Background: an optimization exercise with open tools, aiming at small area and a short achievable clock period. Do not read the settings as production practice.
Function was checked by simulation only, so behaviour that the tests miss may differ from the original.
Power is estimated from default activity; no workload was simulated.

[design.v]
module cia402_fsm (
  input  wire         clk,
  input  wire         rst,
  input  wire         start,
  input  wire         operational,
  input  wire         stop_req,
  input  wire [31:0]  cfg_target_vel,
  input  wire [7:0]   cfg_mode,
  input  wire [15:0]  cfg_max_torque,
  output wire         ex_req,
  input  wire         ex_valid,
  input  wire         ex_resp_fresh,
  input  wire [127:0] ex_in,
  input  wire [15:0]  ex_wkc,
  output wire [127:0] ex_out,
  output wire [2:0]   phase,
  output wire         exit_code,
  output wire [2:0]   dstate,
  output wire [32:0]  delta,
  output wire         delta_valid,
  output wire         moving,
  output wire         enable_evt,
  output wire [31:0]  enable_pos,
  output wire         report_valid,
  output wire [63:0]  report_cycle,
  output wire [15:0]  report_status,
  output wire [15:0]  report_control,
  output wire [31:0]  report_position,
  output wire [32:0]  report_delta,
  output wire [35:0]  report_rpm,
  output wire [31:0]  report_velocity,
  output wire [7:0]   report_mode,
  output wire [15:0]  report_wkc
);
  localparam [2:0] PH_IDLE   = 3'd0;
  localparam [2:0] PH_RUN    = 3'd1;
  localparam [2:0] PH_DRAIN  = 3'd2;
  localparam [2:0] PH_HALTED = 3'd3;
  localparam [2:0] PH_FAILED = 3'd4;
  reg [2:0]   phase_q;
  reg         run_flag;
  reg [63:0]  cnt;             
  reg [6:0]   c125;            
  reg [31:0]  start_pos;
  reg         motor_enabled;
  reg [15:0]  wkc;
  reg         cw7, cw3, cw21, cw0;    
  reg         tv_on;           
  reg         cfg_on;          
  reg [15:0]  in_sw;           
  reg [31:0]  in_pos;          
  reg [31:0]  in_vel;          
  reg [7:0]   in_mode;         
  reg         enable_evt_q;
  reg         report_q;
  wire in_idle  = (phase_q == PH_IDLE);
  wire in_run   = (phase_q == PH_RUN);
  wire in_drain = (phase_q == PH_DRAIN);
  assign ex_req = (in_run && run_flag) || in_drain;
  wire do_start = in_idle && start && operational;
  wire do_sfail = in_idle && start && !operational;
  wire do_cycle = in_run && run_flag && ex_valid;
  wire do_stop  = in_run && !run_flag;
  wire do_drain = in_drain && ex_valid;
  wire do_exch  = do_cycle || do_drain;
  wire take_in  = do_exch && ex_resp_fresh;
  function [2:0] dec;
    input [15:0] s;
    begin
      case (s)
        16'h1208: dec = 3'd1;
        16'h1250: dec = 3'd2;
        16'h1231: dec = 3'd3;
        16'h1233: dec = 3'd4;
        16'h1237: dec = 3'd5;
        16'h1637: dec = 3'd5;
        default:  dec = 3'd0;
      endcase
    end
  endfunction
  wire [2:0] cur_dstate = dec(in_sw);
  wire [2:0] in_dstate  = dec(ex_in[15:0]);
  wire [2:0] new_dstate = ex_resp_fresh ? in_dstate : cur_dstate;
  wire ds_fault = (new_dstate == 3'd1);
  wire ds_sod   = (new_dstate == 3'd2);
  wire ds_rtso  = (new_dstate == 3'd3);
  wire ds_swon  = (new_dstate == 3'd4);
  wire ds_open  = (new_dstate == 3'd5);
  wire ds_known = (new_dstate != 3'd0);
  wire do_latch = do_cycle && ds_open && !motor_enabled;
  wire rep_hit  = (cnt[1:0] == 2'd3) && (c125 == 7'd124);
  always @(posedge clk) begin
    if (rst) begin
      phase_q       <= PH_IDLE;
      run_flag      <= 1'b1;
      start_pos     <= 32'd0;
      motor_enabled <= 1'b0;
      cw7           <= 1'b0;
      cw3           <= 1'b0;
      cw21          <= 1'b0;
      cw0           <= 1'b0;
      tv_on         <= 1'b0;
      cfg_on        <= 1'b0;
      in_sw         <= 16'd0;
      in_pos        <= 32'd0;
      in_vel        <= 32'd0;
      in_mode       <= 8'd0;
      enable_evt_q  <= 1'b0;
      report_q      <= 1'b0;
    end else begin
      enable_evt_q <= do_latch;
      report_q     <= do_cycle && rep_hit;
      if (stop_req)
        run_flag <= 1'b0;
      if (do_start)
        phase_q <= PH_RUN;
      if (do_sfail)
        phase_q <= PH_FAILED;
      if (take_in) begin
        in_sw   <= ex_in[15:0];
        in_pos  <= ex_in[47:16];
        in_vel  <= ex_in[79:48];
        in_mode <= ex_in[119:112];
      end
      if (do_cycle) begin
        cfg_on <= 1'b1;
        if (ds_known) begin
          cw7   <= ds_fault;
          cw3   <= ds_swon || ds_open;
          cw21  <= !ds_fault;
          cw0   <= !ds_fault && !ds_sod;
          tv_on <= ds_open;
        end
        if (do_latch) begin
          motor_enabled <= 1'b1;
          start_pos     <= take_in ? ex_in[47:16] : in_pos;
        end
      end
      if (do_stop || do_drain) begin
        cfg_on <= 1'b1;
        cw7    <= 1'b0;
        cw3    <= 1'b0;
        cw21   <= 1'b0;
        cw0    <= 1'b0;
        tv_on  <= 1'b0;
      end
      if (do_stop)
        phase_q <= PH_DRAIN;
      if (do_drain && cnt[5:0] == 6'd49)
        phase_q <= PH_HALTED;
    end
  end
  always @(posedge clk) begin
    if (in_idle || do_stop)
      cnt <= 64'd0;
    else if (do_exch)
      cnt <= cnt + 64'd1;
    if (in_idle)
      c125 <= 7'd0;
    else if (do_cycle && cnt[1:0] == 2'd3)
      c125 <= (c125 == 7'd124) ? 7'd0 : c125 + 7'd1;
    if (do_exch)
      wkc <= ex_wkc;
  end
  wire [32:0] delta_s = {in_pos[31], in_pos} - {start_pos[31], start_pos};
  wire pos_big = !delta_s[32] && ((|delta_s[31:10]) || (delta_s[9:0] > 10'd1000));
  wire neg_big =  delta_s[32] && (!(&delta_s[31:10]) || (delta_s[9:0] < 10'd24));
  wire [15:0] cw = {8'd0, cw7, 3'd0, cw3, cw21, cw21, cw0};
  assign ex_out      = {8'd0,
                        cfg_mode & {8{cfg_on}},
                        cfg_max_torque & {16{cfg_on}},
                        16'd0,
                        cfg_target_vel & {32{tv_on}},
                        32'd0,
                        cw};
  assign phase       = phase_q;
  assign exit_code   = phase_q[2];
  assign dstate      = cur_dstate;
  assign delta       = delta_s;
  assign delta_valid = motor_enabled;
  assign moving      = motor_enabled && (pos_big || neg_big);
  assign enable_evt  = enable_evt_q;
  assign enable_pos  = in_pos;
  assign report_valid    = report_q;
  assign report_cycle    = cnt;
  assign report_status   = in_sw;
  assign report_control  = cw;
  assign report_position = in_pos;
  assign report_delta    = delta_s;
  assign report_rpm      = {in_vel, 4'd0} - {{4{in_vel[31]}}, in_vel};
  assign report_velocity = in_vel;
  assign report_mode     = in_mode;
  assign report_wkc      = wkc;
endmodule
[constraint.sdc]
create_clock -name core_clock -period 8.0 [get_ports {clk}]
set_input_delay 1.6000 -clock core_clock [delete_from_list [all_inputs] [get_ports {clk}]]
set_output_delay 1.6000 -clock core_clock [all_outputs]
set_load 0.01 [all_outputs]
[run.sh]
#!/bin/bash
# synth_recipe.tcl (not shown) runs the flow's synth.tcl, then flattens the netlist and writes it again
# the make line also repeats each setting of config.mk as NAME=value (left out here)
make -C /OpenROAD-flow-scripts/flow DESIGN_CONFIG=/design/flow/config.mk WORK_HOME=/design/flow/orfs CLKGATE_MAP_FILE= SYNTH_SCRIPT=/design/flow/synth_recipe.tcl finish
[config.mk]
export PLATFORM = sky130hd
export DESIGN_NAME = cia402_fsm
export DESIGN_NICKNAME = cia402_fsm
export VERILOG_FILES = /design/flow/design.v
export SDC_FILE = /design/flow/constraint.sdc
export NUM_CORES = 4
export LEC_CHECK = 0
export CAP_MARGIN = 20
export CORE_MARGIN = 2
export CORE_UTILIZATION = 40
export SLEW_MARGIN = 20
==> out/metrics.csv <==
stage,metric,value,unit
cts,post-cts repair resize count,0,
detailed_routing,DRT Pass-1 Iters,5,
synth,Most used DFF post-synth,dfxtp_1,
synth,synth top area cells,"dfxtp_1 29%, buf_4 8.4%, ha_1 6.0%",
final_layout,footprint of the multi-input gates,8120,um^2
power,internal power,2.35,mW
power,switching pwr,0.970,mW
detailed_routing,DR WL/cell,18.6,um
final_layout,fillers,3371,
synth,Yosys warning count,1,
global_routing,initial antenna violation count,9,
critical_path,"slowest stage delay, CP",570,ps
placement,Placer Congestion,0.906,
run,Max Cap Viol,0,
min_path,worst hold path class,reg -> reg,
placement,DP HPWL,39.8,mm
cts,Worst-path clk slew,60,ps
synth,share of the synthesized area in the top cell type,0.287,
critical_path,critical path class,reg -> out,
power,Max IR drop VDD,168,uV
critical_path,"Arr. time, crit path",4770,ps
placement,total placed cells including tap cells,2655,
power,Gate power share,0.284,
critical_path,CP required,6400,ps
sta,Final TNS setup,0,ps
floorplanning,die area,37100,um^2
detailed_routing,via/cell ratio,5.02,
sta,Final Slew Violations,0,
synth,"area leader, netlist",dfxtp_1,
cts,CTS Hold Buffers Added,0,
power,Clk pwr share,0.372,
floorplanning,Initial Util,0.403,
sta,f_max,157,MHz
cts,Clock Tree Root,clkbuf_16,
run_status,status,timing/DRC/antenna clean,
global_routing,M2 GR Usage,0.428,
synth,register area share after synthesis,0.321,
final_layout,share of cells above drive strength 1,0.0379,
sta,clk_skew,7.84,ps
floorplanning,Chip Width,193,um
synth,most instantiated library cell after synthesis,nor2_1,
floorplanning,Die H,193,um
global_routing,first-pass GRT wire length,74.2,mm
global_routing,grt ovf,0,
sta,Final Hold Viols,0,
placement,area of placed instances,19100,um^2
critical_path,Critical Path Fanout Max,5,
detailed_routing,drt drc,0,
sta,"Setup violations, final",0,
power,Cell Pwr Density,165,nW/um^2
global_routing,Global Route Usage Sum,0.257,
global_routing,met1 Use GR,0.330,
power,LEAKAGE,7.63,nW
synth,"EDFF count, synth",16,
sta,setup ws final,1630,ps
power,Reg power frac,0.343,
synth,"Cell Area, Synth",14200,um^2
floorplanning,row count,69,
cts,clk buf depth,3,
power,sw frac,0.293,
detailed_routing,via count,13600,
synth,Synth Area per Inst,7.93,um^2
synth,Commonest cells post-synth,"207 x nor2_1, 204 x dfxtp_1, 200 x nand2_1",
cts,CTS tree,built,
cts,# H-tree levels,1,
detailed_routing,post-route ant nets,0,
detailed_routing,DRT Wirelength,50.4,mm
final_layout,register area,4560,um^2
floorplanning,total core area,35300,um^2
critical_path,CP endpoint kind,primary output,
detailed_routing,DR iter-0 viols,781,
synth,cells after synthesis,1792,
cts,Worst-Skew Late Latency,540,ps
sta,final period demand of the worst path,6370,ps
synth,Yosys reg bits,220,
synth,Post-synth ARST share,0,
cts,Clock Sinks,220,
sta,RSZ-0062 raised after global routing,no,
final_layout,cell area after layout,20000,um^2
final_layout,Final Net Count,2498,
critical_path,CP startpoint kind,flip-flop,
critical_path,slowest CP cell,or4_1,
cts,CTS Buf Count,26,
global_routing,global-route met3 utilization,0.0687,
final_layout,fin cells,2705,
global_routing,Top Usage Layer GRT,met2,
cts,"Setup Fix Bufs, Post-CTS",0,
sta,Final Hold Slack,453,ps
final_layout,Layout Area Growth over Synthesis,40.9,%
sta,Slew headroom,0.365,
placement,pre-CTS setup slack,2200,ps
placement,port bufs,546,
critical_path,cell-by-cell trace of the critical path,inv_1 -> ha_1 -> fa_1 -> nor2b_1 -> o31ai_2 -> o21a_2 -> a21oi_2 -> nor2_1 -> xnor2_1 -> nand4_1 -> or4_1 -> nor4_1 -> nor3_1 -> clkdlybuf4s50_1,
global_routing,largest net degree at the start of global routing,75,
sta,Slew @ Worst Pin,929,ps
floorplanning,# IOs,665,
global_routing,vias in the first global route,12700,
synth,post-synthesis cell type count,85,
sta,final worst path period share,0.796,
==> power groups by stage <==
stage	Combinational [mW]	Clock (mW)	Sequential (mW)
after floorplan	0.513	0	1.16
after global placement	0.935	0	1.16
after detailed placement	0.938	0	1.16
after CTS	0.942	1.27	1.14
after global routing	1.01	1.31	1.14
final	0.942	1.23	1.14
==> flip-flops by register name (all words and copies together) (netlist names), 3 cells and up <==
register   count
cnt           64
in_pos        32
in_vel        32
start_pos     32
in_sw         16
wkc           16
in_mode        8
c125           7
phase_q        3
==> critical path, delay by kind of cell (launching register included) <==
family	cells	cell delay, ps
adders and majority gates	2	660
AOI/OAI and AO/OA	3	650
and+or+nand+nor	6	1450
xor gates and xnor gates	1	470
buffers and inverters	2	600
DFF	1	390
==> layout by cell type, fill, tap and decap left out, drive strengths merged, types with 44 or more instances in the layout <==
master         instances
conb                  78
nor2                 211
nand2                200
inv                  101
and2                  66
dfxtp                204
xor2                  66
xnor2                 48
o21ai                 51
a211oi                44
ha                    68
clkdlybuf4s50        545
a21oi                138
==> per-stage QoR <==
stage | utilization | total power, mW
after CTS | 0.567 | 3.35
after global placement | 0.541 | 2.10
after global routing | 0.567 | 3.46
after floorplan | - | 1.67
after detailed placement | 0.542 | 2.10
final | 0.567 | 3.32
==> final cells by class <==
type | count | area share
multi-input combinational | 1324 | 0.405
sequential | 220 | 0.228
inverter | 100 | 0.0187
antenna | 2 | 0.000250
clock inverter | 10 | 0.00587
tap | 461 | 0.0288
timing repair buffer | 550 | 0.274
clock buffer | 38 | 0.0392
==> metal layers <==
layer | up-vias | part of all wire
met5 | - | 0.0016
met2 | 394 | 0.47
met3 | 63 | 0.075
met4 | 14 | 0.023
li1 | 6753 | -
met1 | 6361 | 0.43
==> final timing paths <==
kind	slack, ps	from	endpoint	cells past startpoint
min reg2reg	450	in_mode[6]$_SDFFE_PP0P_	in_mode[6]$_SDFFE_PP0P_	2
max	1630	in_pos[0]$_SDFF_PP0_	moving	14
min	450	in_mode[6]$_SDFFE_PP0P_	in_mode[6]$_SDFFE_PP0P_	2
max reg2reg	4390	phase_q[0]$_SDFFE_PP0P_	cnt[63]$_SDFFE_PP0N_	10
==> logic make-up (layout without fill, tap and decap cells) <==
logic type      count (synthesis)  after routing  share of synthesized area
simple gates                  672            672                      0.228
fa+ha+maj                      69             69                     0.0613
flops                         220            220                      0.321
buf+inv                       325            698                      0.130
other cells                     1             80                   0.000264
compound gates                356            356                      0.164
mux                            35             35                     0.0247
xor+xnor                      114            114                     0.0702

-- static timing again, ports no longer ideal --
How much do the figures lean on ideal ports? The routed layout below was timed once more, with nothing changed but the port constraints. Step 1 (the two cells are an assumption about what drives the block):
set clk [get_ports {clk}]
set_driving_cell -lib_cell sky130_fd_sc_hd__clkbuf_16 $clk
set_driving_cell -lib_cell sky130_fd_sc_hd__buf_2 [delete_from_list [all_inputs] $clk]
Step 2 moves the port delays by t, midway between the first and last clock arrival at a register: inputs arrive t later, outputs are due t later. That takes back most of the time a late clock gives input paths. Slacks: no drivers / after step 1 / after step 2; pairs: no drivers / after step 1.
shift t [ns]: 0.585
setup slack, ns: 1.630 / 1.578 / 2.163
hold WS [ns]: 0.453 / 0.453 / 0.453
pins driven straight from the clock port: 1
After both steps setup and hold are still met in this run. The setup slack of this run moves by -0.052 ns with the drivers and by +0.533 ns with both steps.
